Source: an optimization exercise on an open RTL-to-GDS flow (aim: small area, a short achievable clock period and few clock cycles per item). Production flows keep margins and buffers that such runs may drop.
No functional check of the RTL was part of any run shown here.

==> config.mk <==
export PLATFORM = sky130hd
export DESIGN_NAME = smlb_compositor
export DESIGN_NICKNAME = smlb_compositor
export VERILOG_FILES = /design/flow/design.v
export SDC_FILE = /design/flow/constraint.sdc
export NUM_CORES = 4
export LEC_CHECK = 0
export CAP_MARGIN = 20
export CORE_MARGIN = 2
export CORE_UTILIZATION = 55
export CTS_BUF_LIST = sky130_fd_sc_hd__clkbuf_8
export CTS_CLUSTER_DIAMETER = 50
export CTS_CLUSTER_SIZE = 15
export PLACE_DENSITY = 0.7
export SLEW_MARGIN = 20
==> constraint.sdc <==
create_clock -name core_clock -period 24.0 [get_ports {clk}]
set_input_delay 4.8000 -clock core_clock [delete_from_list [all_inputs] [get_ports {clk}]]
set_output_delay 4.8000 -clock core_clock [all_outputs]
set_load 0.01 [all_outputs]
==> design.v <==
module smlb_compositor #(
    parameter H = 64                       
) (
    input  wire        clk,
    input  wire        rst,                
    input  wire        in_valid,
    output wire        in_ready,
    input  wire [47:0] in_src,
    input  wire [47:0] in_row,
    input  wire        in_last,
    input  wire [15:0] in_hwy,
    input  wire [2:0]  in_shift,
    input  wire [7:0]  in_bright,
    input  wire        in_ck_en,
    input  wire [47:0] in_ck_key,
    input  wire [15:0] in_ck_first,
    input  wire [15:0] in_ck_last,
    output reg         out_valid,
    input  wire        out_ready,
    output reg  [47:0] out_row,
    output reg         out_last,
    output reg  [1:0]  out_status
);
    localparam [1:0] ST_OK = 2'd0, ST_SATURATED = 2'd1, ST_RANGE = 2'd2;
    reg  k_valid;
    reg  in_ready_q;
    wire adv = !k_valid;
    assign in_ready = in_ready_q;
    wire       in_range = (in_shift > 3'd4) || (in_hwy >= H);
    wire [5:0] hwy_lo   = in_hwy[5:0];
    wire       below    = (in_ck_first[15:6] != 10'd0) || (hwy_lo < in_ck_first[5:0]);
    wire       above    = (in_ck_last[15:6] == 10'd0) && (hwy_lo > in_ck_last[5:0]);
    wire       in_keyed = in_src == in_ck_key;
    wire       in_skip  = in_range || (in_bright == 8'd0) ||
                          (in_ck_en && (below || above || in_keyed));
    function [16:0] correct_raw;           
        input [15:0] v;
        input [2:0]  s;
        reg   [15:0] t;
        reg          c;
        begin
            if (s[2]) begin
                t = {v[11:0], 4'd0};
                c = v[15:12] != 4'd0;
            end else begin
                case (s[1:0])
                    2'd0: begin t = v;                c = 1'b0;              end
                    2'd1: begin t = {v[14:0], 1'd0};  c = v[15];             end
                    2'd2: begin t = {v[13:0], 2'd0};  c = v[15:14] != 2'd0;  end
                    default: begin t = {v[12:0], 3'd0}; c = v[15:13] != 3'd0; end
                endcase
            end
            correct_raw = {c, t};
        end
    endfunction
    wire [16:0] in_cr = correct_raw(in_src[47:32], in_shift);
    wire [16:0] in_cg = correct_raw(in_src[31:16], in_shift);
    wire [16:0] in_cb = correct_raw(in_src[15:0],  in_shift);
    reg        s1_valid;
    reg [47:0] s1_u, s1_row;               
    reg [2:0]  s1_clamp;                   
    reg [7:0]  s1_bright;
    reg        s1_skip, s1_range, s1_last;
    always @(posedge clk) begin
        if (rst)
            s1_valid <= 1'b0;
        else if (adv)
            s1_valid <= in_valid;
    end
    always @(posedge clk) begin
        if (adv) begin
            s1_u      <= {in_cr[15:0], in_cg[15:0], in_cb[15:0]};
            s1_clamp  <= {in_cr[16], in_cg[16], in_cb[16]};
            s1_row    <= in_row;
            s1_bright <= in_bright;
            s1_skip   <= in_skip;
            s1_range  <= in_range;
            s1_last   <= in_last;
        end
    end
    wire [7:0]  br_eff = s1_skip ? 8'd0 : s1_bright;
    wire [47:0] s1_t = s1_u | {{16{s1_clamp[2]}}, {16{s1_clamp[1]}}, {16{s1_clamp[0]}}};
    wire [23:0] nr, ng, nb;
    smlb_numer u_nr (.o(s1_row[47:32]), .t(s1_t[47:32]), .br(br_eff), .n(nr));
    smlb_numer u_ng (.o(s1_row[31:16]), .t(s1_t[31:16]), .br(br_eff), .n(ng));
    smlb_numer u_nb (.o(s1_row[15:0]),  .t(s1_t[15:0]),  .br(br_eff), .n(nb));
    wire pix_sat = !s1_skip && (s1_clamp != 3'd0);
    reg row_sat;
    wire [1:0] status = s1_range             ? ST_RANGE :
                        (row_sat || pix_sat) ? ST_SATURATED : ST_OK;
    reg        s2_valid;
    reg [23:0] s2_nr, s2_ng, s2_nb;
    reg [1:0]  s2_status;
    reg        s2_last;
    always @(posedge clk) begin
        if (rst) begin
            s2_valid <= 1'b0;
            row_sat  <= 1'b0;
        end else if (adv) begin
            s2_valid <= s1_valid;
            if (s1_valid)
                row_sat <= s1_last ? 1'b0 : (row_sat || pix_sat);
        end
    end
    always @(posedge clk) begin
        if (adv) begin
            s2_nr     <= nr;
            s2_ng     <= ng;
            s2_nb     <= nb;
            s2_status <= s1_last ? status : ST_OK;
            s2_last   <= s1_last;
        end
    end
    wire [15:0] qr, qg, qb;
    smlb_div255 u_qr (.n(s2_nr), .q(qr));
    smlb_div255 u_qg (.n(s2_ng), .q(qg));
    smlb_div255 u_qb (.n(s2_nb), .q(qb));
    wire [50:0] res = {qr, qg, qb, s2_last, s2_status};
    reg  [50:0] k_data;
    wire        o_free = !out_valid || out_ready;
    always @(posedge clk) begin
        if (rst) begin
            out_valid <= 1'b0;
            k_valid   <= 1'b0;
        end else if (o_free) begin
            out_valid <= k_valid || s2_valid;
            k_valid   <= 1'b0;
        end else if (!k_valid) begin
            k_valid   <= s2_valid;
        end
    end
    always @(posedge clk) begin
        if (rst)
            in_ready_q <= 1'b1;
        else
            in_ready_q <= o_free || (!k_valid && !s2_valid);
    end
    always @(posedge clk) begin
        if (!k_valid)
            k_data <= res;
        if (o_free)
            {out_row, out_last, out_status} <= k_valid ? k_data : res;
    end
endmodule
module smlb_div255 (
    input  wire [23:0] n,
    output wire [15:0] q
);
    wire [7:0] hh = n[23:16], m = n[15:8], l = n[7:0];
    wire [9:0] s3 = {2'd0, hh} + {2'd0, m} + {2'd0, l};
    wire c1 = s3 >= 10'd255;
    wire c2 = s3 >= 10'd510;
    assign q = n[23:8] + {8'd0, hh} + {15'd0, c1} + {15'd0, c2};
endmodule
module smlb_numer (
    input  wire [15:0] o,
    input  wire [15:0] t,
    input  wire [7:0]  br,
    output wire [23:0] n
);
    wire r0_0 = br[0] ? t[0] : o[0];
    wire r0_1 = br[0] ? t[1] : o[1];
    wire r0_2 = br[0] ? t[2] : o[2];
    wire r0_3 = br[0] ? t[3] : o[3];
    wire r0_4 = br[0] ? t[4] : o[4];
    wire r0_5 = br[0] ? t[5] : o[5];
    wire r0_6 = br[0] ? t[6] : o[6];
    wire r0_7 = br[0] ? t[7] : o[7];
    wire r0_8 = br[0] ? t[8] : o[8];
    wire r0_9 = br[0] ? t[9] : o[9];
    wire r0_10 = br[0] ? t[10] : o[10];
    wire r0_11 = br[0] ? t[11] : o[11];
    wire r0_12 = br[0] ? t[12] : o[12];
    wire r0_13 = br[0] ? t[13] : o[13];
    wire r0_14 = br[0] ? t[14] : o[14];
    wire r0_15 = br[0] ? t[15] : o[15];
    wire r1_0 = br[1] ? t[0] : o[0];
    wire r1_1 = br[1] ? t[1] : o[1];
    wire r1_2 = br[1] ? t[2] : o[2];
    wire r1_3 = br[1] ? t[3] : o[3];
    wire r1_4 = br[1] ? t[4] : o[4];
    wire r1_5 = br[1] ? t[5] : o[5];
    wire r1_6 = br[1] ? t[6] : o[6];
    wire r1_7 = br[1] ? t[7] : o[7];
    wire r1_8 = br[1] ? t[8] : o[8];
    wire r1_9 = br[1] ? t[9] : o[9];
    wire r1_10 = br[1] ? t[10] : o[10];
    wire r1_11 = br[1] ? t[11] : o[11];
    wire r1_12 = br[1] ? t[12] : o[12];
    wire r1_13 = br[1] ? t[13] : o[13];
    wire r1_14 = br[1] ? t[14] : o[14];
    wire r1_15 = br[1] ? t[15] : o[15];
    wire r2_0 = br[2] ? t[0] : o[0];
    wire r2_1 = br[2] ? t[1] : o[1];
    wire r2_2 = br[2] ? t[2] : o[2];
    wire r2_3 = br[2] ? t[3] : o[3];
    wire r2_4 = br[2] ? t[4] : o[4];
    wire r2_5 = br[2] ? t[5] : o[5];
    wire r2_6 = br[2] ? t[6] : o[6];
    wire r2_7 = br[2] ? t[7] : o[7];
    wire r2_8 = br[2] ? t[8] : o[8];
    wire r2_9 = br[2] ? t[9] : o[9];
    wire r2_10 = br[2] ? t[10] : o[10];
    wire r2_11 = br[2] ? t[11] : o[11];
    wire r2_12 = br[2] ? t[12] : o[12];
    wire r2_13 = br[2] ? t[13] : o[13];
    wire r2_14 = br[2] ? t[14] : o[14];
    wire r2_15 = br[2] ? t[15] : o[15];
    wire r3_0 = br[3] ? t[0] : o[0];
    wire r3_1 = br[3] ? t[1] : o[1];
    wire r3_2 = br[3] ? t[2] : o[2];
    wire r3_3 = br[3] ? t[3] : o[3];
    wire r3_4 = br[3] ? t[4] : o[4];
    wire r3_5 = br[3] ? t[5] : o[5];
    wire r3_6 = br[3] ? t[6] : o[6];
    wire r3_7 = br[3] ? t[7] : o[7];
    wire r3_8 = br[3] ? t[8] : o[8];
    wire r3_9 = br[3] ? t[9] : o[9];
    wire r3_10 = br[3] ? t[10] : o[10];
    wire r3_11 = br[3] ? t[11] : o[11];
    wire r3_12 = br[3] ? t[12] : o[12];
    wire r3_13 = br[3] ? t[13] : o[13];
    wire r3_14 = br[3] ? t[14] : o[14];
    wire r3_15 = br[3] ? t[15] : o[15];
    wire r4_0 = br[4] ? t[0] : o[0];
    wire r4_1 = br[4] ? t[1] : o[1];
    wire r4_2 = br[4] ? t[2] : o[2];
    wire r4_3 = br[4] ? t[3] : o[3];
    wire r4_4 = br[4] ? t[4] : o[4];
    wire r4_5 = br[4] ? t[5] : o[5];
    wire r4_6 = br[4] ? t[6] : o[6];
    wire r4_7 = br[4] ? t[7] : o[7];
    wire r4_8 = br[4] ? t[8] : o[8];
    wire r4_9 = br[4] ? t[9] : o[9];
    wire r4_10 = br[4] ? t[10] : o[10];
    wire r4_11 = br[4] ? t[11] : o[11];
    wire r4_12 = br[4] ? t[12] : o[12];
    wire r4_13 = br[4] ? t[13] : o[13];
    wire r4_14 = br[4] ? t[14] : o[14];
    wire r4_15 = br[4] ? t[15] : o[15];
    wire r5_0 = br[5] ? t[0] : o[0];
    wire r5_1 = br[5] ? t[1] : o[1];
    wire r5_2 = br[5] ? t[2] : o[2];
    wire r5_3 = br[5] ? t[3] : o[3];
    wire r5_4 = br[5] ? t[4] : o[4];
    wire r5_5 = br[5] ? t[5] : o[5];
    wire r5_6 = br[5] ? t[6] : o[6];
    wire r5_7 = br[5] ? t[7] : o[7];
    wire r5_8 = br[5] ? t[8] : o[8];
    wire r5_9 = br[5] ? t[9] : o[9];
    wire r5_10 = br[5] ? t[10] : o[10];
    wire r5_11 = br[5] ? t[11] : o[11];
    wire r5_12 = br[5] ? t[12] : o[12];
    wire r5_13 = br[5] ? t[13] : o[13];
    wire r5_14 = br[5] ? t[14] : o[14];
    wire r5_15 = br[5] ? t[15] : o[15];
    wire r6_0 = br[6] ? t[0] : o[0];
    wire r6_1 = br[6] ? t[1] : o[1];
    wire r6_2 = br[6] ? t[2] : o[2];
    wire r6_3 = br[6] ? t[3] : o[3];
    wire r6_4 = br[6] ? t[4] : o[4];
    wire r6_5 = br[6] ? t[5] : o[5];
    wire r6_6 = br[6] ? t[6] : o[6];
    wire r6_7 = br[6] ? t[7] : o[7];
    wire r6_8 = br[6] ? t[8] : o[8];
    wire r6_9 = br[6] ? t[9] : o[9];
    wire r6_10 = br[6] ? t[10] : o[10];
    wire r6_11 = br[6] ? t[11] : o[11];
    wire r6_12 = br[6] ? t[12] : o[12];
    wire r6_13 = br[6] ? t[13] : o[13];
    wire r6_14 = br[6] ? t[14] : o[14];
    wire r6_15 = br[6] ? t[15] : o[15];
    wire r7_0 = br[7] ? t[0] : o[0];
    wire r7_1 = br[7] ? t[1] : o[1];
    wire r7_2 = br[7] ? t[2] : o[2];
    wire r7_3 = br[7] ? t[3] : o[3];
    wire r7_4 = br[7] ? t[4] : o[4];
    wire r7_5 = br[7] ? t[5] : o[5];
    wire r7_6 = br[7] ? t[6] : o[6];
    wire r7_7 = br[7] ? t[7] : o[7];
    wire r7_8 = br[7] ? t[8] : o[8];
    wire r7_9 = br[7] ? t[9] : o[9];
    wire r7_10 = br[7] ? t[10] : o[10];
    wire r7_11 = br[7] ? t[11] : o[11];
    wire r7_12 = br[7] ? t[12] : o[12];
    wire r7_13 = br[7] ? t[13] : o[13];
    wire r7_14 = br[7] ? t[14] : o[14];
    wire r7_15 = br[7] ? t[15] : o[15];
    wire w1;
    wire w2;
    wire w3;
    wire w4;
    wire w5;
    wire w6;
    wire w7;
    wire w8;
    wire w9;
    wire w10;
    wire w11;
    wire w12;
    wire w13;
    wire w14;
    wire w15;
    wire w16;
    wire w17;
    wire w18;
    wire w19;
    wire w20;
    wire w21;
    wire w22;
    wire w23;
    wire w24;
    wire w25;
    wire w26;
    wire w27;
    wire w28;
    wire w29;
    wire w30;
    wire w31;
    wire w32;
    wire w33;
    wire w34;
    wire w35;
    wire w36;
    wire w37;
    wire w38;
    wire w39;
    wire w40;
    wire w41;
    wire w42;
    wire w43;
    wire w44;
    wire w45;
    wire w46;
    wire w47;
    wire w48;
    wire w49;
    wire w50;
    wire w51;
    wire w52;
    wire w53;
    wire w54;
    wire w55;
    wire w56;
    wire w57;
    wire w58;
    wire w59;
    wire w60;
    wire w61;
    wire w62;
    wire w63;
    wire w64;
    wire w65;
    wire w66;
    wire w67;
    wire w68;
    wire w69;
    wire w70;
    wire w71;
    wire w72;
    wire w73;
    wire w74;
    wire w75;
    wire w76;
    wire w77;
    wire w78;
    wire w79;
    wire w80;
    wire w81;
    wire w82;
    wire w83;
    wire w84;
    wire w85;
    wire w86;
    wire w87;
    wire w88;
    wire w89;
    wire w90;
    wire w91;
    wire w92;
    wire w93;
    wire w94;
    wire w95;
    wire w96;
    wire w97;
    wire w98;
    wire w99;
    wire w100;
    wire w101;
    wire w102;
    wire w103;
    wire w104;
    wire w105;
    wire w106;
    wire w107;
    wire w108;
    wire w109;
    wire w110;
    wire w111;
    wire w112;
    wire w113;
    wire w114;
    wire w115;
    wire w116;
    wire w117;
    wire w118;
    wire w119;
    wire w120;
    wire w121;
    wire w122;
    wire w123;
    wire w124;
    wire w125;
    wire w126;
    wire w127;
    wire w128;
    wire w129;
    wire w130;
    wire w131;
    wire w132;
    wire w133;
    wire w134;
    wire w135;
    wire w136;
    wire w137;
    wire w138;
    wire w139;
    wire w140;
    wire w141;
    wire w142;
    wire w143;
    wire w144;
    wire w145;
    wire w146;
    wire w147;
    wire w148;
    wire w149;
    wire w150;
    wire w151;
    wire w152;
    wire w153;
    wire w154;
    wire w155;
    wire w156;
    wire w157;
    wire w158;
    wire w159;
    wire w160;
    wire w161;
    wire w162;
    wire w163;
    wire w164;
    wire w165;
    wire w166;
    wire w167;
    wire w168;
    wire w169;
    wire w170;
    wire w171;
    wire w172;
    wire w173;
    wire w174;
    wire w175;
    wire w176;
    wire w177;
    wire w178;
    wire w179;
    wire w180;
    wire w181;
    wire w182;
    wire w183;
    wire w184;
    wire w185;
    wire w186;
    wire w187;
    wire w188;
    wire w189;
    wire w190;
    wire w191;
    wire w192;
    wire w193;
    wire w194;
    wire w195;
    wire w196;
    wire w197;
    wire w198;
    wire w199;
    wire w200;
    wire w201;
    wire w202;
    wire w203;
    wire w204;
    wire w205;
    wire w206;
    wire w207;
    wire w208;
    wire w209;
    wire w210;
    wire w211;
    wire w212;
    wire w213;
    wire w214;
    wire w215;
    wire w216;
    wire w217;
    wire w218;
    wire w219;
    wire w220;
    wire w221;
    wire w222;
    wire w223;
    wire w224;
    wire w225;
    wire w226;
    wire w227;
    wire w228;
    wire w229;
    wire w230;
    wire w231;
    wire w232;
    wire w233;
    wire w234;
    wire w235;
    wire w236;
    wire w237;
    wire w238;
    wire w239;
    wire w240;
    wire w241;
    wire w242;
    wire w243;
    wire w244;
    wire w245;
    wire w246;
    wire w247;
    wire w248;
    wire w249;
    wire w250;
    wire w251;
    wire w252;
    wire w253;
    wire w254;
    wire w255;
    wire w256;
    wire w257;
    wire w258;
    wire w259;
    wire w260;
    wire w261;
    wire w262;
    wire w263;
    wire w264;
    wire w265;
    wire w266;
    wire w267;
    wire w268;
    wire w269;
    wire w270;
    wire w271;
    wire w272;
    wire w273;
    wire w274;
    wire w275;
    wire w276;
    wire w277;
    wire w278;
    wire w279;
    wire w280;
    wire w281;
    wire w282;
    wire w283;
    wire w284;
    wire w285;
    wire w286;
    wire w287;
    wire w288;
    wire w289;
    wire w290;
    wire w291;
    wire w292;
    wire w293;
    wire w294;
    wire w295;
    wire w296;
    wire w297;
    wire w298;
    wire w299;
    wire w300;
    wire w301;
    wire w302;
    wire w303;
    wire w304;
    wire w305;
    wire w306;
    wire w307;
    wire w308;
    wire w309;
    wire w310;
    wire w311;
    wire w312;
    wire w313;
    wire w314;
    wire w315;
    wire w316;
    wire w317;
    wire w318;
    wire w319;
    wire w320;
    wire w321;
    wire w322;
    wire w323;
    wire w324;
    wire w325;
    wire w326;
    wire w327;
    wire w328;
    wire w329;
    wire w330;
    wire w331;
    wire w332;
    wire w333;
    wire w334;
    wire w335;
    wire w336;
    wire w337;
    wire w338;
    wire w339;
    wire w340;
    assign w1 = r0_6 ^ r1_5;
    assign w2 = r0_6 & r1_5;
    assign w3 = r0_7 ^ r1_6 ^ r2_5;
    assign w4 = (r0_7 & r1_6) | (r0_7 & r2_5) | (r1_6 & r2_5);
    assign w5 = r3_4 ^ r4_3;
    assign w6 = r3_4 & r4_3;
    assign w7 = r0_8 ^ r1_7 ^ r2_6;
    assign w8 = (r0_8 & r1_7) | (r0_8 & r2_6) | (r1_7 & r2_6);
    assign w9 = r3_5 ^ r4_4 ^ r5_3;
    assign w10 = (r3_5 & r4_4) | (r3_5 & r5_3) | (r4_4 & r5_3);
    assign w11 = r0_9 ^ r1_8 ^ r2_7;
    assign w12 = (r0_9 & r1_8) | (r0_9 & r2_7) | (r1_8 & r2_7);
    assign w13 = r3_6 ^ r4_5 ^ r5_4;
    assign w14 = (r3_6 & r4_5) | (r3_6 & r5_4) | (r4_5 & r5_4);
    assign w15 = r0_10 ^ r1_9 ^ r2_8;
    assign w16 = (r0_10 & r1_9) | (r0_10 & r2_8) | (r1_9 & r2_8);
    assign w17 = r3_7 ^ r4_6 ^ r5_5;
    assign w18 = (r3_7 & r4_6) | (r3_7 & r5_5) | (r4_6 & r5_5);
    assign w19 = r0_11 ^ r1_10 ^ r2_9;
    assign w20 = (r0_11 & r1_10) | (r0_11 & r2_9) | (r1_10 & r2_9);
    assign w21 = r3_8 ^ r4_7 ^ r5_6;
    assign w22 = (r3_8 & r4_7) | (r3_8 & r5_6) | (r4_7 & r5_6);
    assign w23 = r0_12 ^ r1_11 ^ r2_10;
    assign w24 = (r0_12 & r1_11) | (r0_12 & r2_10) | (r1_11 & r2_10);
    assign w25 = r3_9 ^ r4_8 ^ r5_7;
    assign w26 = (r3_9 & r4_8) | (r3_9 & r5_7) | (r4_8 & r5_7);
    assign w27 = r0_13 ^ r1_12 ^ r2_11;
    assign w28 = (r0_13 & r1_12) | (r0_13 & r2_11) | (r1_12 & r2_11);
    assign w29 = r3_10 ^ r4_9 ^ r5_8;
    assign w30 = (r3_10 & r4_9) | (r3_10 & r5_8) | (r4_9 & r5_8);
    assign w31 = r0_14 ^ r1_13 ^ r2_12;
    assign w32 = (r0_14 & r1_13) | (r0_14 & r2_12) | (r1_13 & r2_12);
    assign w33 = r3_11 ^ r4_10 ^ r5_9;
    assign w34 = (r3_11 & r4_10) | (r3_11 & r5_9) | (r4_10 & r5_9);
    assign w35 = r0_15 ^ r1_14 ^ r2_13;
    assign w36 = (r0_15 & r1_14) | (r0_15 & r2_13) | (r1_14 & r2_13);
    assign w37 = r3_12 ^ r4_11 ^ r5_10;
    assign w38 = (r3_12 & r4_11) | (r3_12 & r5_10) | (r4_11 & r5_10);
    assign w39 = r1_15 ^ r2_14 ^ r3_13;
    assign w40 = (r1_15 & r2_14) | (r1_15 & r3_13) | (r2_14 & r3_13);
    assign w41 = r4_12 ^ r5_11;
    assign w42 = r4_12 & r5_11;
    assign w43 = r2_15 ^ r3_14 ^ r4_13;
    assign w44 = (r2_15 & r3_14) | (r2_15 & r4_13) | (r3_14 & r4_13);
    assign w45 = r0_4 ^ r1_3;
    assign w46 = r0_4 & r1_3;
    assign w47 = r0_5 ^ r1_4 ^ r2_3;
    assign w48 = (r0_5 & r1_4) | (r0_5 & r2_3) | (r1_4 & r2_3);
    assign w49 = r3_2 ^ r4_1;
    assign w50 = r3_2 & r4_1;
    assign w51 = w1 ^ r2_4 ^ r3_3;
    assign w52 = (w1 & r2_4) | (w1 & r3_3) | (r2_4 & r3_3);
    assign w53 = r4_2 ^ r5_1 ^ r6_0;
    assign w54 = (r4_2 & r5_1) | (r4_2 & r6_0) | (r5_1 & r6_0);
    assign w55 = w2 ^ w3 ^ w5;
    assign w56 = (w2 & w3) | (w2 & w5) | (w3 & w5);
    assign w57 = r5_2 ^ r6_1 ^ r7_0;
    assign w58 = (r5_2 & r6_1) | (r5_2 & r7_0) | (r6_1 & r7_0);
    assign w59 = w4 ^ w6 ^ w7;
    assign w60 = (w4 & w6) | (w4 & w7) | (w6 & w7);
    assign w61 = w9 ^ r6_2 ^ r7_1;
    assign w62 = (w9 & r6_2) | (w9 & r7_1) | (r6_2 & r7_1);
    assign w63 = w8 ^ w10 ^ w11;
    assign w64 = (w8 & w10) | (w8 & w11) | (w10 & w11);
    assign w65 = w13 ^ r6_3 ^ r7_2;
    assign w66 = (w13 & r6_3) | (w13 & r7_2) | (r6_3 & r7_2);
    assign w67 = w12 ^ w14 ^ w15;
    assign w68 = (w12 & w14) | (w12 & w15) | (w14 & w15);
    assign w69 = w17 ^ r6_4 ^ r7_3;
    assign w70 = (w17 & r6_4) | (w17 & r7_3) | (r6_4 & r7_3);
    assign w71 = w16 ^ w18 ^ w19;
    assign w72 = (w16 & w18) | (w16 & w19) | (w18 & w19);
    assign w73 = w21 ^ r6_5 ^ r7_4;
    assign w74 = (w21 & r6_5) | (w21 & r7_4) | (r6_5 & r7_4);
    assign w75 = w20 ^ w22 ^ w23;
    assign w76 = (w20 & w22) | (w20 & w23) | (w22 & w23);
    assign w77 = w25 ^ r6_6 ^ r7_5;
    assign w78 = (w25 & r6_6) | (w25 & r7_5) | (r6_6 & r7_5);
    assign w79 = w24 ^ w26 ^ w27;
    assign w80 = (w24 & w26) | (w24 & w27) | (w26 & w27);
    assign w81 = w29 ^ r6_7 ^ r7_6;
    assign w82 = (w29 & r6_7) | (w29 & r7_6) | (r6_7 & r7_6);
    assign w83 = w28 ^ w30 ^ w31;
    assign w84 = (w28 & w30) | (w28 & w31) | (w30 & w31);
    assign w85 = w33 ^ r6_8 ^ r7_7;
    assign w86 = (w33 & r6_8) | (w33 & r7_7) | (r6_8 & r7_7);
    assign w87 = w32 ^ w34 ^ w35;
    assign w88 = (w32 & w34) | (w32 & w35) | (w34 & w35);
    assign w89 = w37 ^ r6_9 ^ r7_8;
    assign w90 = (w37 & r6_9) | (w37 & r7_8) | (r6_9 & r7_8);
    assign w91 = w36 ^ w38 ^ w39;
    assign w92 = (w36 & w38) | (w36 & w39) | (w38 & w39);
    assign w93 = w41 ^ r6_10 ^ r7_9;
    assign w94 = (w41 & r6_10) | (w41 & r7_9) | (r6_10 & r7_9);
    assign w95 = w40 ^ w42 ^ w43;
    assign w96 = (w40 & w42) | (w40 & w43) | (w42 & w43);
    assign w97 = r5_12 ^ r6_11 ^ r7_10;
    assign w98 = (r5_12 & r6_11) | (r5_12 & r7_10) | (r6_11 & r7_10);
    assign w99 = w44 ^ r3_15 ^ r4_14;
    assign w100 = (w44 & r3_15) | (w44 & r4_14) | (r3_15 & r4_14);
    assign w101 = r5_13 ^ r6_12 ^ r7_11;
    assign w102 = (r5_13 & r6_12) | (r5_13 & r7_11) | (r6_12 & r7_11);
    assign w103 = r4_15 ^ r5_14 ^ r6_13;
    assign w104 = (r4_15 & r5_14) | (r4_15 & r6_13) | (r5_14 & r6_13);
    assign w105 = r0_3 ^ r1_2;
    assign w106 = r0_3 & r1_2;
    assign w107 = w45 ^ r2_2 ^ r3_1;
    assign w108 = (w45 & r2_2) | (w45 & r3_1) | (r2_2 & r3_1);
    assign w109 = w46 ^ w47 ^ w49;
    assign w110 = (w46 & w47) | (w46 & w49) | (w47 & w49);
    assign w111 = w48 ^ w50 ^ w51;
    assign w112 = (w48 & w50) | (w48 & w51) | (w50 & w51);
    assign w113 = w52 ^ w54 ^ w55;
    assign w114 = (w52 & w54) | (w52 & w55) | (w54 & w55);
    assign w115 = w56 ^ w58 ^ w59;
    assign w116 = (w56 & w58) | (w56 & w59) | (w58 & w59);
    assign w117 = w60 ^ w62 ^ w63;
    assign w118 = (w60 & w62) | (w60 & w63) | (w62 & w63);
    assign w119 = w64 ^ w66 ^ w67;
    assign w120 = (w64 & w66) | (w64 & w67) | (w66 & w67);
    assign w121 = w68 ^ w70 ^ w71;
    assign w122 = (w68 & w70) | (w68 & w71) | (w70 & w71);
    assign w123 = w72 ^ w74 ^ w75;
    assign w124 = (w72 & w74) | (w72 & w75) | (w74 & w75);
    assign w125 = w76 ^ w78 ^ w79;
    assign w126 = (w76 & w78) | (w76 & w79) | (w78 & w79);
    assign w127 = w80 ^ w82 ^ w83;
    assign w128 = (w80 & w82) | (w80 & w83) | (w82 & w83);
    assign w129 = w84 ^ w86 ^ w87;
    assign w130 = (w84 & w86) | (w84 & w87) | (w86 & w87);
    assign w131 = w88 ^ w90 ^ w91;
    assign w132 = (w88 & w90) | (w88 & w91) | (w90 & w91);
    assign w133 = w92 ^ w94 ^ w95;
    assign w134 = (w92 & w94) | (w92 & w95) | (w94 & w95);
    assign w135 = w96 ^ w98 ^ w99;
    assign w136 = (w96 & w98) | (w96 & w99) | (w98 & w99);
    assign w137 = w100 ^ w102 ^ w103;
    assign w138 = (w100 & w102) | (w100 & w103) | (w102 & w103);
    assign w139 = w104 ^ r5_15 ^ r6_14;
    assign w140 = (w104 & r5_15) | (w104 & r6_14) | (r5_15 & r6_14);
    assign w141 = r0_2 ^ r1_1;
    assign w142 = r0_2 & r1_1;
    assign w143 = w105 ^ r2_1 ^ r3_0;
    assign w144 = (w105 & r2_1) | (w105 & r3_0) | (r2_1 & r3_0);
    assign w145 = w106 ^ w107 ^ r4_0;
    assign w146 = (w106 & w107) | (w106 & r4_0) | (w107 & r4_0);
    assign w147 = w108 ^ w109 ^ r5_0;
    assign w148 = (w108 & w109) | (w108 & r5_0) | (w109 & r5_0);
    assign w149 = w110 ^ w111 ^ w53;
    assign w150 = (w110 & w111) | (w110 & w53) | (w111 & w53);
    assign w151 = w112 ^ w113 ^ w57;
    assign w152 = (w112 & w113) | (w112 & w57) | (w113 & w57);
    assign w153 = w114 ^ w115 ^ w61;
    assign w154 = (w114 & w115) | (w114 & w61) | (w115 & w61);
    assign w155 = w116 ^ w117 ^ w65;
    assign w156 = (w116 & w117) | (w116 & w65) | (w117 & w65);
    assign w157 = w118 ^ w119 ^ w69;
    assign w158 = (w118 & w119) | (w118 & w69) | (w119 & w69);
    assign w159 = w120 ^ w121 ^ w73;
    assign w160 = (w120 & w121) | (w120 & w73) | (w121 & w73);
    assign w161 = w122 ^ w123 ^ w77;
    assign w162 = (w122 & w123) | (w122 & w77) | (w123 & w77);
    assign w163 = w124 ^ w125 ^ w81;
    assign w164 = (w124 & w125) | (w124 & w81) | (w125 & w81);
    assign w165 = w126 ^ w127 ^ w85;
    assign w166 = (w126 & w127) | (w126 & w85) | (w127 & w85);
    assign w167 = w128 ^ w129 ^ w89;
    assign w168 = (w128 & w129) | (w128 & w89) | (w129 & w89);
    assign w169 = w130 ^ w131 ^ w93;
    assign w170 = (w130 & w131) | (w130 & w93) | (w131 & w93);
    assign w171 = w132 ^ w133 ^ w97;
    assign w172 = (w132 & w133) | (w132 & w97) | (w133 & w97);
    assign w173 = w134 ^ w135 ^ w101;
    assign w174 = (w134 & w135) | (w134 & w101) | (w135 & w101);
    assign w175 = w136 ^ w137 ^ r7_12;
    assign w176 = (w136 & w137) | (w136 & r7_12) | (w137 & r7_12);
    assign w177 = w138 ^ w139 ^ r7_13;
    assign w178 = (w138 & w139) | (w138 & r7_13) | (w139 & r7_13);
    assign w179 = w140 ^ r6_15 ^ r7_14;
    assign w180 = (w140 & r6_15) | (w140 & r7_14) | (r6_15 & r7_14);
    assign w181 = r0_1 & r1_0;
    assign w182 = r0_1 ^ r1_0;
    assign w183 = w141 & r2_0;
    assign w184 = w141 ^ r2_0;
    assign w185 = w142 & w143;
    assign w186 = w142 ^ w143;
    assign w187 = w144 & w145;
    assign w188 = w144 ^ w145;
    assign w189 = w146 & w147;
    assign w190 = w146 ^ w147;
    assign w191 = w148 & w149;
    assign w192 = w148 ^ w149;
    assign w193 = w150 & w151;
    assign w194 = w150 ^ w151;
    assign w195 = w152 & w153;
    assign w196 = w152 ^ w153;
    assign w197 = w154 & w155;
    assign w198 = w154 ^ w155;
    assign w199 = w156 & w157;
    assign w200 = w156 ^ w157;
    assign w201 = w158 & w159;
    assign w202 = w158 ^ w159;
    assign w203 = w160 & w161;
    assign w204 = w160 ^ w161;
    assign w205 = w162 & w163;
    assign w206 = w162 ^ w163;
    assign w207 = w164 & w165;
    assign w208 = w164 ^ w165;
    assign w209 = w166 & w167;
    assign w210 = w166 ^ w167;
    assign w211 = w168 & w169;
    assign w212 = w168 ^ w169;
    assign w213 = w170 & w171;
    assign w214 = w170 ^ w171;
    assign w215 = w172 & w173;
    assign w216 = w172 ^ w173;
    assign w217 = w174 & w175;
    assign w218 = w174 ^ w175;
    assign w219 = w176 & w177;
    assign w220 = w176 ^ w177;
    assign w221 = w178 & w179;
    assign w222 = w178 ^ w179;
    assign w223 = w180 & r7_15;
    assign w224 = w180 ^ r7_15;
    assign w225 = w182 & r0_0;
    assign w226 = w185 | (w186 & w183);
    assign w227 = w186 & w184;
    assign w228 = w189 | (w190 & w187);
    assign w229 = w190 & w188;
    assign w230 = w193 | (w194 & w191);
    assign w231 = w194 & w192;
    assign w232 = w197 | (w198 & w195);
    assign w233 = w198 & w196;
    assign w234 = w201 | (w202 & w199);
    assign w235 = w202 & w200;
    assign w236 = w205 | (w206 & w203);
    assign w237 = w206 & w204;
    assign w238 = w209 | (w210 & w207);
    assign w239 = w210 & w208;
    assign w240 = w213 | (w214 & w211);
    assign w241 = w214 & w212;
    assign w242 = w217 | (w218 & w215);
    assign w243 = w218 & w216;
    assign w244 = w221 | (w222 & w219);
    assign w245 = w222 & w220;
    assign w246 = w183 | (w184 & w181);
    assign w247 = w184 & w225;
    assign w248 = w226 | (w227 & w181);
    assign w249 = w227 & w225;
    assign w250 = w191 | (w192 & w228);
    assign w251 = w192 & w229;
    assign w252 = w230 | (w231 & w228);
    assign w253 = w231 & w229;
    assign w254 = w199 | (w200 & w232);
    assign w255 = w200 & w233;
    assign w256 = w234 | (w235 & w232);
    assign w257 = w235 & w233;
    assign w258 = w207 | (w208 & w236);
    assign w259 = w208 & w237;
    assign w260 = w238 | (w239 & w236);
    assign w261 = w239 & w237;
    assign w262 = w215 | (w216 & w240);
    assign w263 = w216 & w241;
    assign w264 = w242 | (w243 & w240);
    assign w265 = w243 & w241;
    assign w266 = w223 | (w224 & w244);
    assign w267 = w224 & w245;
    assign w268 = w187 | (w188 & w248);
    assign w269 = w188 & w249;
    assign w270 = w228 | (w229 & w248);
    assign w271 = w229 & w249;
    assign w272 = w250 | (w251 & w248);
    assign w273 = w251 & w249;
    assign w274 = w252 | (w253 & w248);
    assign w275 = w253 & w249;
    assign w276 = w203 | (w204 & w256);
    assign w277 = w204 & w257;
    assign w278 = w236 | (w237 & w256);
    assign w279 = w237 & w257;
    assign w280 = w258 | (w259 & w256);
    assign w281 = w259 & w257;
    assign w282 = w260 | (w261 & w256);
    assign w283 = w261 & w257;
    assign w284 = w219 | (w220 & w264);
    assign w285 = w220 & w265;
    assign w286 = w244 | (w245 & w264);
    assign w287 = w245 & w265;
    assign w288 = w266 | (w267 & w264);
    assign w289 = w267 & w265;
    assign w290 = w195 | (w196 & w274);
    assign w291 = w196 & w275;
    assign w292 = w232 | (w233 & w274);
    assign w293 = w233 & w275;
    assign w294 = w254 | (w255 & w274);
    assign w295 = w255 & w275;
    assign w296 = w256 | (w257 & w274);
    assign w297 = w257 & w275;
    assign w298 = w276 | (w277 & w274);
    assign w299 = w277 & w275;
    assign w300 = w278 | (w279 & w274);
    assign w301 = w279 & w275;
    assign w302 = w280 | (w281 & w274);
    assign w303 = w281 & w275;
    assign w304 = w282 | (w283 & w274);
    assign w305 = w283 & w275;
    assign w306 = w211 | (w212 & w304);
    assign w307 = w212 & w305;
    assign w308 = w240 | (w241 & w304);
    assign w309 = w241 & w305;
    assign w310 = w262 | (w263 & w304);
    assign w311 = w263 & w305;
    assign w312 = w264 | (w265 & w304);
    assign w313 = w265 & w305;
    assign w314 = w284 | (w285 & w304);
    assign w315 = w285 & w305;
    assign w316 = w286 | (w287 & w304);
    assign w317 = w287 & w305;
    assign w318 = w288 | (w289 & w304);
    assign w319 = w289 & w305;
    assign w320 = w184 ^ w181;
    assign w321 = w186 ^ w246;
    assign w322 = w188 ^ w248;
    assign w323 = w190 ^ w268;
    assign w324 = w192 ^ w270;
    assign w325 = w194 ^ w272;
    assign w326 = w196 ^ w274;
    assign w327 = w198 ^ w290;
    assign w328 = w200 ^ w292;
    assign w329 = w202 ^ w294;
    assign w330 = w204 ^ w296;
    assign w331 = w206 ^ w298;
    assign w332 = w208 ^ w300;
    assign w333 = w210 ^ w302;
    assign w334 = w212 ^ w304;
    assign w335 = w214 ^ w306;
    assign w336 = w216 ^ w308;
    assign w337 = w218 ^ w310;
    assign w338 = w220 ^ w312;
    assign w339 = w222 ^ w314;
    assign w340 = w224 ^ w316;
    assign n = {w318, w340, w339, w338, w337, w336, w335, w334, w333, w332, w331, w330, w329, w328, w327, w326, w325, w324, w323, w322, w321, w320, w182, r0_0};
endmodule
==> flow/run.sh <==
#!/bin/bash
# The standard layout, with two changes: the ports get buf_1 buffers instead
# of the delay buffers buffer_ports picks by default, and the timing repair
# is asked to leave a setup margin, so that it works on the paths that set
# the achieved period. Each tool's log is in orfs/logs; make's output is in
# standard.log.
set -e
bash standard.sh SETUP_SLACK_MARGIN=18.0 "BUFFER_PORTS_ARGS=-buffer_cell sky130_fd_sc_hd__buf_1" finish > standard.log 2>&1
==> standard.sh <==
#!/bin/bash
# synth_recipe.tcl (not shown) runs the flow's synth.tcl, then flattens the netlist and writes it again
# the make line also repeats each setting of config.mk as NAME=value (left out here)
make -C /OpenROAD-flow-scripts/flow DESIGN_CONFIG=/design/flow/config.mk WORK_HOME=/design/flow/orfs CLKGATE_MAP_FILE= SYNTH_SCRIPT=/design/flow/synth_recipe.tcl "${@:-finish}"
==> results of run 1 <==
metal layers:
| metal | wire (um) | vias up | track usage, % |
|---|---|---|---|
| met5 | 15 | - | 0 |
| met4 | 2370 | 2 | 9.29 |
| met3 | 4810 | 137 | 3.94 |
| met2 | 32400 | 853 | 42.8 |
| met1 | 30100 | 10300 | 36.3 |
| li1 | - | 10200 | - |
per-stage QoR:
| step | worst slack, ns | hold slack [ns] |
|---|---|---|
| after global placement | 17.27 | 0.446 |
| after global routing | 17.94 | 0.492 |
| after CTS | 17.94 | 0.465 |
| after detailed placement | 17.23 | 0.452 |
| after floorplan | 17.95 | 0.431 |
| final | 18.01 | 0.465 |
cell type report:
| cell class | count | area [um^2] | area share (%) |
|---|---|---|---|
| clock inverters | 30 | 307 | 1.01 |
| clock buffers | 41 | 564 | 1.85 |
| flip-flops and latches | 293 | 8230 | 27.0 |
| multi-input cells | 2181 | 18000 | 59.0 |
| well taps | 672 | 841 | 2.76 |
| repair buffers | 293 | 1350 | 4.44 |
| diodes | 5 | 12.5 | 0.0411 |
| inverters | 310 | 1180 | 3.87 |
state kept, by name, indices dropped and copies added, names as in the netlist, 2 cells and up:
name,cells
s1_u,48
s1_clamp,3
k_data,51
s1_row,48
out_row,48
s2_ng,24
s2_nb,24
out_status,2
s1_bright,8
s2_status,2
s2_nr,24
worst max-delay path by stage:
stage                startpoint  slack [ns]  depth (start not counted)     endpoint
floorplan           in_shift[1]       17.95                          4     s1_u[21]
global route        out_row[32]       17.94                          1  out_row[32]
CTS                 out_row[32]       17.94                          1  out_row[32]
finish              out_row[32]       18.01                          1  out_row[32]
detailed placement  in_shift[1]       17.23                          6     s1_u[42]
global placement    in_shift[1]       17.27                          5     s1_u[26]
cells in the final DEF, fill, tap and decap left out, types with 7 or more instances in the layout:
cell type,netlist,routed
nor2_1,441,430
a21oi_1,392,388
inv_1,310,311
fa_1,291,290
edfxtp_1,236,236
buf_1,56,223
nand2_1,181,180
ha_1,173,170
o21ai_0,156,151
xnor2_1,119,118
dfxtp_1,57,55
xor2_1,50,50
mux2_2,42,42
clkbuf_8,0,41
clkbuf_2,0,38
nand4_1,23,23
mux2i_1,22,22
nand3_1,20,20
a21o_1,20,20
buf_4,0,20
nor2b_1,19,19
a211oi_1,17,16
mux4_2,15,15
nor3_1,15,15
o211ai_1,14,14
nand2b_1,22,13
o21ai_1,9,13
a31oi_1,12,12
o21a_1,12,12
nor4_1,12,11
nor2_2,0,10
nand2b_2,0,8
or2_2,8,8
and2_1,8,8
clkinv_8,0,8
o21bai_1,7,7
timing repair:
action                                  4_1_cts  5_1_grt
hold buffers                                  0        0
hold endpoints to repair                      0        0
cloned                                        0        2
pin swaps                                     0        7
setup buffers                                 0       17
resized for setup                             6       98
endpoints found under the setup margin       46       95
cells by family (layout without fill, tap and decap cells):
family,count (synthesis),count (layout),share of synthesized area (%)
fa+ha+maj,464,464,28.7
compound gates,693,693,14.3
flops,293,293,29.6
mux,79,79,3.71
simple gates,774,776,11.8
other cells,0,5,0
buf+inv,484,674,6.56
xor+xnor,169,169,5.33
==> impl_metrics.py, run 1 <==
metrics = {
    "route": {
        "drtAntennaViolNets": 0,
        "first_pass_iters": 6,
        "wl_per_cell_um": 18.2,
        "drcViolationCount": 0,
        "wl_mm": 69.7,
        "viasPerCell": 5.64,
        "first_iter_violations": 1660,
        "vias": 21600,
    },
    "finish": {
        "final_core_util_pct": 60.8,
        "drive_above_1_share_pct": 8.99,
        "final_net_count": 3791,
        "final_area_um2": 30400,
        "final_cells": 3825,
        "fill_cells": 4336,
        "areaGrowthSynthToFinish_pct": 9.54,
    },
    "clock_tree": {
        "htree_levels": 2,
        "cts_tree": "built",
        "clock_latency_ns": 0.64,
        "clockBufferDepth": 3,
        "root_buffer": "clkbuf_8",
        "cts.sinks": 293,
        "numCtsBuffers": 39,
        "clkTransAtPathRegs_ns": 0.09,
    },
    "placed_design": {
        "gp_congestion": 0.978,
        "placed_cell_area_um2": 29100,
        "dpl.hpwl_mm": 53.9,
        "place_inst": 3730,
        "io_buffers": 261,
    },
    "worst_setup_path": {
        "slowest_stage": "edfxtp_1",
        "cp-start-kind": "register",
        "critical_path_class": "register to output port",
        "rr_startpoint": "s2_nb[16]",
        "reg2reg_slack_ns": 18.19,
        "critPathMaxStageDelay_ns": 0.41,
        "reg2reg_to": "out_row[10]",
        "reg2regPathDepth": 27,
        "crit_chain": "clkbuf_2",
        "cp.arrival_ns": 1.19,
        "worstPathRequired_ns": 19.20,
        "crit_fanout": 1,
        "path_buf_inv": 1,
        "endpoint_kind": "output port",
        "crit_family": "flip-flops",
    },
    "synthesis": {
        "syn_nets": 3629,
        "synth_edf_count": 236,
        "synth_ff_type": "edfxtp_1",
        "synth.most_common_cell": "nor2_1",
        "synth.distinct_cells": 66,
        "synth_top_area_share_pct": 25.5,
        "synthTopCellsByArea": "edfxtp_1 25%, fa_1 21%, ha_1 7.8%",
        "synth_area_um2": 27800,
        "synthTopCellsByCount": "441 x nor2_1, 392 x a21oi_1, 310 x inv_1, 291 x fa_1, 236 x edfxtp_1",
        "postSynth.asyncResetShare_pct": 0,
        "synth_seq_area_share_pct": 29.6,
        "yosysTopAreaCell": "edfxtp_1",
        "ys_ff_latch": 293,
        "synthCells": 2956,
        "postSynthAreaPerCell_um2": 9.40,
        "yosys_warnings": 1,
    },
    "sta": {
        "hold_viol": 0,
        "fin_tns_setup_ns": 0,
        "maxSlewViolCount": 0,
        "setup_viol": 0,
        "period_minus_slack_ns": 5.99,
        "slew_headroom_pct": 35.8,
        "fmaxAchievable_ghz": 0.167,
        "fin_crit_sh_pct": 25.0,
        "tightestPinTransition_ns": 0.963,
        "rsz0062_at_grt": "true",
        "clock_skew_ns": 0.0379,
    },
    "status": {
        "status": "complete, no violations",
    },
    "global_routing": {
        "overflow": 0,
        "grt.total_usage_pct": 26.4,
        "grt_pass1_wl_mm": 111,
        "grt_pass1_vias": 21300,
        "grt_antenna_before_repair": 7,
        "grt_max_degree": 135,
    },
    "min_path": {
        "hp-class": "register to register",
        "min_to": "k_data[47]",
        "min_path_cells": 2,
        "min_from": "k_data[47]",
    },
    "floorplan": {
        "dieArea_um2": 52300,
        "die_y_um": 229,
        "core_area_um2": 50100,
        "die_w_um": 229,
        "rows": 82,
        "num_io_pins": 262,
        "start_util_pct": 55.5,
    },
    "run": {
        "cap_viol_max_count": 0,
    },
}
==> run 2, diff against run 1 <==
--- a/design.v
+++ b/design.v
@@ -152,3 +152,6 @@
     wire c2 = s3 >= 10'd510;
-    assign q = n[23:8] + {8'd0, hh} + {15'd0, c1} + {15'd0, c2};
+    wire [15:0] y = n[23:8] + {8'd0, hh};
+    wire [15:0] y1 = y + 16'd1;
+    wire [15:0] y2 = y + 16'd2;
+    assign q = c2 ? y2 : c1 ? y1 : y;
 endmodule
==> run 2 against run 1 <==
Net effect: die area rose by 0.83%; synthesized cell count rose by 2.7%; critical path type is now primary input to register; largest cell class unchanged; core utilization rose by 0.70 points; area after synthesis rose by 0.84%; non-clock buffer count rose by 13; final cell count rose by 1.9%; still clean on timing, DRC and antenna.
==> impl_metrics.py, run 2 <==
metrics = {
    "sta": {
        "hold_ws_ns": 0.463,
        "setup_viol": 0,
        "slew_headroom_pct": 36.7,
        "fmaxAchievable_ghz": 0.165,
        "fin_tns_setup_ns": 0,
        "fin_ws_ns": 17.93,
        "clock_skew_ns": 0.0400,
        "fin_crit_sh_pct": 25.3,
        "period_minus_slack_ns": 6.07,
        "rsz0062_at_grt": "true",
        "hold_viol": 0,
        "maxSlewViolCount": 0,
        "tightestPinTransition_ns": 0.950,
    },
    "route": {
        "first_iter_violations": 1905,
        "wl_per_cell_um": 18.5,
        "wl_mm": 72.2,
        "viasPerCell": 5.79,
        "vias": 22600,
        "first_pass_iters": 7,
        "drtAntennaViolNets": 0,
        "drcViolationCount": 0,
    },
    "synthesis": {
        "ys_ff_latch": 293,
        "synthMuxAreaShare_pct": 3.94,
        "synth_simple_gate_area_share_pct": 14.0,
        "synth_seq_area_share_pct": 29.4,
        "yosys_warnings": 1,
        "postSynth.asyncResetShare_pct": 0,
        "postSynthAreaPerCell_um2": 9.23,
        "synth.most_common_cell": "nor2_1",
        "synth_top_area_share_pct": 25.3,
        "synth_area_um2": 28000,
        "synthTopCellsByCount": "326 x nor2_1, 296 x nand2_1, 284 x o21ai_0, 283 x inv_1, 267 x fa_1",
        "synthCells": 3035,
        "synthTopCellsByArea": "edfxtp_1 25%, fa_1 19%, ha_1 6.8%",
        "synth_compound_area_share_pct": 15.4,
        "syn_nets": 3663,
        "synth_ff_type": "edfxtp_1",
        "synth.distinct_cells": 90,
        "synth-xor-area-share_pct": 5.12,
        "synth_edf_count": 236,
        "yosysTopAreaCell": "edfxtp_1",
        "synth_top_family_by_area": "adder cells",
        "synthAdderAreaFrac_pct": 25.9,
    },
    "worst_setup_path": {
        "cp-start-kind": "primary input",
        "worstPathRequired_ns": 24.38,
        "critPathMaxStageDelay_ns": 0.54,
        "crit_chain": "buf_1 > nor4_2 > nand3_1 > a31oi_1 > o221ai_1 > a221o_1",
        "slowest_stage": "nor4_2",
        "critical_path_class": "primary input to register",
        "endpoint_kind": "register",
        "cp.arrival_ns": 6.45,
        "crit_fanout": 1,
        "path_buf_inv": 1,
        "crit_family": "compound AO/OA/AOI/OAI gates",
    },
    "clock_tree": {
        "clkTransAtPathRegs_ns": 0.08,
        "cts_hold_buffers": 0,
        "cts.sinks": 293,
        "htree_levels": 2,
        "clockBufferDepth": 3,
        "root_buffer": "clkbuf_8",
        "numCtsBuffers": 37,
        "cts_tree": "built",
        "clock_latency_ns": 0.62,
    },
    "run": {
        "cap_viol_max_count": 0,
    },
    "finish": {
        "final_common_cell": "nor2_1",
        "largest_register_ffs": 51,
        "final_core_util_pct": 61.5,
        "layout_common_cells": "298 x nor2_1, 296 x nand2_1, 285 x inv_1",
        "final_net_count": 3825,
        "areaGrowthSynthToFinish_pct": 10.3,
        "regMostFlops": "k_data",
        "drive_above_1_share_pct": 7.69,
    },
    "floorplan": {
        "num_io_pins": 262,
        "core_area_um2": 50300,
        "die_w_um": 230,
        "start_util_pct": 55.7,
        "dieArea_um2": 52800,
        "die_y_um": 230,
        "rows": 82,
    },
    "global_routing": {
        "grt_pass1_vias": 22100,
        "overflow": 0,
        "grt.total_usage_pct": 26.7,
        "grt_pass1_wl_mm": 114,
        "grt_antenna_before_repair": 6,
        "grt_max_degree": 133,
    },
    "placed_design": {
        "io_buffers": 261,
        "gp_congestion": 0.916,
        "place_ws_ns": 17.15,
        "dpl.hpwl_mm": 52.5,
    },
    "status": {
        "status": "complete, no violations",
    },
    "min_path": {
        "hp-class": "register to register",
    },
}
==> run 2: cell count changes after synthesis, sizes merged, moves of 11 or more <==
cell,previous run,this run
a21o,22,41
a21oi,393,257
and3,6,17
buf,61,33
clkbuf,113,150
fa,291,267
ha,173,152
inv,310,283
nand2,181,296
nor2,441,326
nor3,15,46
o211ai,18,6
o21ai,168,288
==> run 2: final cells by class <==
cell class / count / area (um^2)
Fill cell: 4329 / 19400
Antenna cell: 3 / 7.51
Clock inverter: 28 / 319
Sequential cell: 293 / 8230
Inverter: 284 / 1090
Timing Repair Buffer: 306 / 1660
Multi-Input combinational cell: 2275 / 18300
Clock buffer: 37 / 509
Tap cell: 672 / 841
==> run 2: repair_timing <==
action                                  CTS  global route
buffers inserted                          8            15
pin swaps                                 6             6
cloned                                    3             5
resized for setup                        48            42
endpoints found under the setup margin   52            35
==> run 2: cell families (layout without fill, tap and decap cells) <==
logic type      Yosys count  count (layout)
compound gates          739             739
buf+inv                 467             655
xor+xnor                163             163
mux                      83              83
flops                   293             293
other cells               0               3
simple gates            871             871
fa+ha+maj               419             419
==> run 2: through the flow <==
step	instance area [um^2]	cells
2_1_floorplan	28200	3035
3_3_place_gp	29300	3799
3_5_place_dp	29300	3799
4_1_cts	30500	3875
5_1_grt	30900	3898
6_report	30900	3898
==> run 2: worst reg2reg max path, stage by stage (launching register included) <==
cell and delay [ns]:
edfxtp_1 0.38, buf_4 0.16, nand2b_4 0.20, buf_16 0.21, o21ai_0 0.30, fa_1 0.49, fa_1 0.50, inv_1 0.05
fa_1 0.48, inv_1 0.06, fa_1 0.51, ha_1 0.33, and4_1 0.20, a221o_1 0.39, a31oi_4 0.23, o31a_1 0.18
nor3_1 0.08, and4_1 0.21, a2111o_1 0.41, a21o_1 0.20
==> run 2: layer usage <==
metal  vias to the layer above  track usage [%]  wire length [um]
met4                         4             8.49              2160
met1                     10800             36.9             31100
met2                       931             43.2             33600
met5                         -                0                23
met3                       130             4.23              5260
li1                      10700                -                 -
==> run 2: final timing paths <==
| check | startpoint | to | slack, ns | depth (start not counted) |
|---|---|---|---|---|
| max | in_ck_first[6] | s1_skip | 17.93 | 6 |
| min | k_data[36] | k_data[36] | 0.46 | 1 |
| max reg2reg | s1_skip | s2_ng[23] | 18.19 | 19 |
| min reg2reg | k_data[36] | k_data[36] | 0.46 | 1 |
==> run 3, diff against run 2 <==
--- a/design.v
+++ b/design.v
@@ -52,3 +52,3 @@
             end
-            correct_raw = {c, t};
+            correct_raw = c ? 17'h1FFFF : {1'b0, t};
         end
@@ -59,6 +59,5 @@
     reg        s1_valid;
-    reg [47:0] s1_u, s1_row;               
-    reg [2:0]  s1_clamp;                   
+    reg [47:0] s1_t, s1_row;
     reg [7:0]  s1_bright;
-    reg        s1_skip, s1_range, s1_last;
+    reg        s1_skip, s1_clamp, s1_range, s1_last;
     always @(posedge clk) begin
@@ -71,4 +70,3 @@
         if (adv) begin
-            s1_u      <= {in_cr[15:0], in_cg[15:0], in_cb[15:0]};
-            s1_clamp  <= {in_cr[16], in_cg[16], in_cb[16]};
+            s1_t      <= {in_cr[15:0], in_cg[15:0], in_cb[15:0]};
             s1_row    <= in_row;
@@ -76,2 +74,3 @@
             s1_skip   <= in_skip;
+            s1_clamp  <= in_cr[16] || in_cg[16] || in_cb[16];
             s1_range  <= in_range;
@@ -81,3 +80,2 @@
     wire [7:0]  br_eff = s1_skip ? 8'd0 : s1_bright;
-    wire [47:0] s1_t = s1_u | {{16{s1_clamp[2]}}, {16{s1_clamp[1]}}, {16{s1_clamp[0]}}};
     wire [23:0] nr, ng, nb;
@@ -86,3 +84,14 @@
     smlb_numer u_nb (.o(s1_row[15:0]),  .t(s1_t[15:0]),  .br(br_eff), .n(nb));
-    wire pix_sat = !s1_skip && (s1_clamp != 3'd0);
+    function [17:0] div_part;              
+        input [23:0] n;
+        reg   [9:0]  s3;
+        begin
+            s3 = {2'd0, n[23:16]} + {2'd0, n[15:8]} + {2'd0, n[7:0]};
+            div_part = {s3 >= 10'd510, s3 >= 10'd255 && s3 < 10'd510, n[23:8]};
+        end
+    endfunction
+    wire [17:0] dr = div_part(nr);
+    wire [17:0] dg = div_part(ng);
+    wire [17:0] db = div_part(nb);
+    wire pix_sat = !s1_skip && s1_clamp;
     reg row_sat;
@@ -91,3 +100,3 @@
     reg        s2_valid;
-    reg [23:0] s2_nr, s2_ng, s2_nb;
+    reg [17:0] s2_dr, s2_dg, s2_db;        
     reg [1:0]  s2_status;
@@ -106,5 +115,5 @@
         if (adv) begin
-            s2_nr     <= nr;
-            s2_ng     <= ng;
-            s2_nb     <= nb;
+            s2_dr     <= dr;
+            s2_dg     <= dg;
+            s2_db     <= db;
             s2_status <= s1_last ? status : ST_OK;
@@ -114,5 +123,5 @@
     wire [15:0] qr, qg, qb;
-    smlb_div255 u_qr (.n(s2_nr), .q(qr));
-    smlb_div255 u_qg (.n(s2_ng), .q(qg));
-    smlb_div255 u_qb (.n(s2_nb), .q(qb));
+    smlb_div255_end u_qr (.hc(s2_dr), .q(qr));
+    smlb_div255_end u_qg (.hc(s2_dg), .q(qg));
+    smlb_div255_end u_qb (.hc(s2_db), .q(qb));
     wire [50:0] res = {qr, qg, qb, s2_last, s2_status};
@@ -144,14 +153,9 @@
 endmodule
-module smlb_div255 (
-    input  wire [23:0] n,
+module smlb_div255_end (
+    input  wire [17:0] hc,
     output wire [15:0] q
 );
-    wire [7:0] hh = n[23:16], m = n[15:8], l = n[7:0];
-    wire [9:0] s3 = {2'd0, hh} + {2'd0, m} + {2'd0, l};
-    wire c1 = s3 >= 10'd255;
-    wire c2 = s3 >= 10'd510;
-    wire [15:0] y = n[23:8] + {8'd0, hh};
-    wire [15:0] y1 = y + 16'd1;
-    wire [15:0] y2 = y + 16'd2;
-    assign q = c2 ? y2 : c1 ? y1 : y;
+    wire [7:0] h1 = hc[15:8], h0 = hc[7:0];
+    wire [8:0] lo = {1'b0, h0} + {1'b0, h1} + {7'd0, hc[17:16]};
+    assign q = {lo[8] ? h1 + 8'd1 : h1, lo[7:0]};
 endmodule
==> run 3 against run 2 <==
Net effect: still clean; die area down 3.3%; count of clock-buffer cells in the layout down 3; non-clock buffer count up 35; first-iteration DRC count down 34%; routed wire length down 5.5%; flip-flop and latch count down 20; final cell count down 12%; critical path depth up 28; via count down 16%; global-route usage up 0.60 points.
==> impl_metrics.py, run 3 <==
metrics = {
    "finish": {
        "seq_area_um2": 7630,
        "drive_above_1_share_pct": 17.2,
        "fill_cells": 3853,
        "final_net_count": 3389,
        "areaGrowthSynthToFinish_pct": 14.1,
        "regMostFlops": "k_data",
        "layout_common_cells": "395 x inv_1, 289 x fa_1, 253 x buf_1",
        "largest_register_ffs": 51,
        "final_common_cell": "inv_1",
        "multi_input_area_um2": 18200,
        "final_cells": 3414,
        "final_area_um2": 30900,
    },
    "floorplan": {
        "dieArea_um2": 51100,
        "num_io_pins": 262,
        "rows": 81,
        "start_util_pct": 55.6,
        "die_w_um": 226,
        "die_y_um": 226,
        "core_area_um2": 48700,
    },
    "worst_setup_path": {
        "cpMostUsedCell": "inv_1",
        "cp.arrival_ns": 8.08,
        "crit_family": "adder cells",
        "crit_fanout": 9,
        "reg2reg_to": "s2_dr[16]",
        "critical_path_class": "register to register",
        "rr_startpoint": "s1_skip",
        "path_buf_inv": 8,
        "endpoint_kind": "register",
        "worstPathRequired_ns": 24.44,
        "reg2reg_slack_ns": 16.36,
        "slowest_stage": "fa_1",
        "reg2regPathDepth": 34,
        "critPathMaxStageDelay_ns": 0.52,
        "cp-start-kind": "register",
    },
    "synthesis": {
        "synth_edf_count": 216,
        "synthTopCellsByArea": "edfxtp_1 24%, fa_1 22%, mux2_2 9.6%",
        "synth.most_common_cell": "inv_1",
        "synth_seq_area_share_pct": 28.2,
        "syn_nets": 3086,
        "ys_ff_latch": 273,
        "postSynth.asyncResetShare_pct": 0,
        "synth_top_area_share_pct": 23.9,
        "synthCells": 2419,
        "postSynthAreaPerCell_um2": 11.2,
        "yosys_warnings": 1,
        "synthTopCellsByCount": "395 x inv_1, 297 x fa_1, 256 x mux2i_1, 230 x mux2_2, 216 x edfxtp_1",
        "synth_ff_type": "edfxtp_1",
        "yosysTopAreaCell": "edfxtp_1",
        "synth.distinct_cells": 62,
        "synth_area_um2": 27100,
    },
    "placed_design": {
        "place_ws_ns": 15.65,
        "placed_cell_area_um2": 29000,
        "place_inst": 3284,
        "gp_congestion": 0.947,
        "io_buffers": 261,
        "dpl.hpwl_mm": 50.0,
    },
    "global_routing": {
        "grt_pass1_vias": 19800,
        "grt.total_usage_pct": 27.3,
        "grt_pass1_wl_mm": 107,
        "grt_antenna_before_repair": 2,
        "overflow": 0,
        "grt_max_degree": 99,
    },
    "route": {
        "first_iter_violations": 1257,
        "drtAntennaViolNets": 0,
        "drcViolationCount": 0,
        "vias": 19000,
        "first_pass_iters": 5,
        "wl_mm": 68.2,
        "viasPerCell": 5.57,
        "wl_per_cell_um": 20.0,
    },
    "min_path": {
        "hp-class": "register to register",
        "min_to": "k_data[12]",
        "min_path_cells": 2,
        "min_from": "k_data[12]",
    },
    "clock_tree": {
        "clock_latency_ns": 0.61,
        "numCtsBuffers": 34,
        "cts.sinks": 273,
        "cts_tree": "built",
        "root_buffer": "clkbuf_8",
        "htree_levels": 2,
        "clockBufferDepth": 3,
        "cts_hold_buffers": 0,
        "clkTransAtPathRegs_ns": 0.09,
    },
    "sta": {
        "maxSlewViolCount": 0,
        "fin_ws_ns": 16.36,
        "period_minus_slack_ns": 7.64,
        "setup_viol": 0,
        "slew_headroom_pct": 28.7,
        "rsz0062_at_grt": "true",
        "fmaxAchievable_ghz": 0.131,
        "hold_viol": 0,
        "tightestPinTransition_ns": 1.07,
        "fin_crit_sh_pct": 31.8,
        "clock_skew_ns": 0.0304,
        "fin_tns_setup_ns": 0,
    },
    "status": {
        "status": "complete, no violations",
    },
    "run": {
        "cap_viol_max_count": 0,
    },
}
run 3: cell type report:
cell class | instances | area share [%]
Multi-Input combinational cell | 1676 | 58.8
Sequential cell | 273 | 24.7
Timing Repair Buffer | 341 | 6.55
Inverter | 396 | 4.87
Tap cell | 664 | 2.69
Clock buffer | 34 | 1.51
Clock inverter | 28 | 0.870
Antenna cell | 2 | 0.0162
run 3: timing repair:
| item | CTS | global route |
|---|---|---|
| gates resized for setup | 55 | 27 |
| gates cloned | 13 | 0 |
| endpoints found under the setup margin | 64 | 34 |
| setup buffers | 36 | 17 |
| hold endpoints to repair | 0 | 0 |
| pin swaps | 13 | 8 |
run 3: how the worst max path moves through the flow:
stage / end / cells after the start / from / slack [ns]
finish: s2_dr[16] / 34 / s1_skip / 16.36
global route: s2_dr[16] / 34 / s1_skip / 16.01
CTS: s2_dr[16] / 34 / s1_skip / 16.47
detailed placement: s2_dg[16] / 32 / s1_skip / 15.65
global placement: s2_dr[16] / 32 / s1_skip / 15.82
floorplan: s2_dg[16] / 32 / s1_skip / 16.82
run 3: worst register-to-register path: cells and delay by family, from the launching register on:
kind                       cells  cell delay, ns
adders and majority gates      9            3.42
AOI/OAI and AO/OA              9            1.28
and+or+nand+nor                5            1.02
buffers and inverters          8            0.75
DFF                            1            0.39
muxes                          1            0.34
xor gates and xnor gates       2            0.26
run 3: through the flow:
step	hold slack [ns]	utilization, %
after global placement	0.441	59.5
final	0.474	63.4
after CTS	0.476	62.9
after global routing	0.493	63.4
after floorplan	0.423	-
after detailed placement	0.455	59.5
run 3: layer usage:
metal  global-route usage [%]  wire [um]  up-vias
met5                        0          0        -
met4                     10.9       2330        0
met3                     3.45       4720      124
met2                     44.3      32000      693
met1                     37.3      29200     9345
li1                         -          -     8848
run 3: logic make-up (layout without fill, tap and decap cells):
| logic type | Yosys count | in the layout | share of synthesized area (%) |
|---|---|---|---|
| other cells | 0 | 2 | 0 |
| flops | 273 | 273 | 28.2 |
| compound gates | 269 | 269 | 6.37 |
| simple gates | 306 | 306 | 5.45 |
| fa+ha+maj | 458 | 458 | 29.4 |
| xor+xnor | 157 | 157 | 5.10 |
| buf+inv | 470 | 799 | 6.53 |
| mux | 486 | 486 | 19.0 |

-- afterwards: timing with drivers on the ports --
Ports are ideal in the flow. The routed layouts listed here were re-timed in OpenROAD. Step 1 sets driving cells, clkbuf_16 on the clock port and buf_2 on the other inputs (assumed; they add their load-dependent delay and slew). Step 2 also shifts input and output timing later by t, the mid clock arrival at the registers, as if the neighbouring blocks saw the same clock. Slacks: ideal ports / drivers / drivers and shift; pairs: ideal ports / drivers.
run | shift t [ns] | setup WS [ns] | hold slack, ns
run 1 | 0.678 | 18.009 / 17.955 / 17.433 | 0.465 / 0.465 / 0.465
run 2 | 0.654 | 17.933 / 17.965 / 17.311 | 0.463 / 0.463 / 0.463
run 3 | 0.644 | 16.358 / 16.358 / 16.358 | 0.474 / 0.474 / 0.474
After both steps setup and hold are still met in every run listed. For run 2, which loses most, drivers alone change the setup slack by +0.032 ns; drivers and shift together by -0.622 ns.
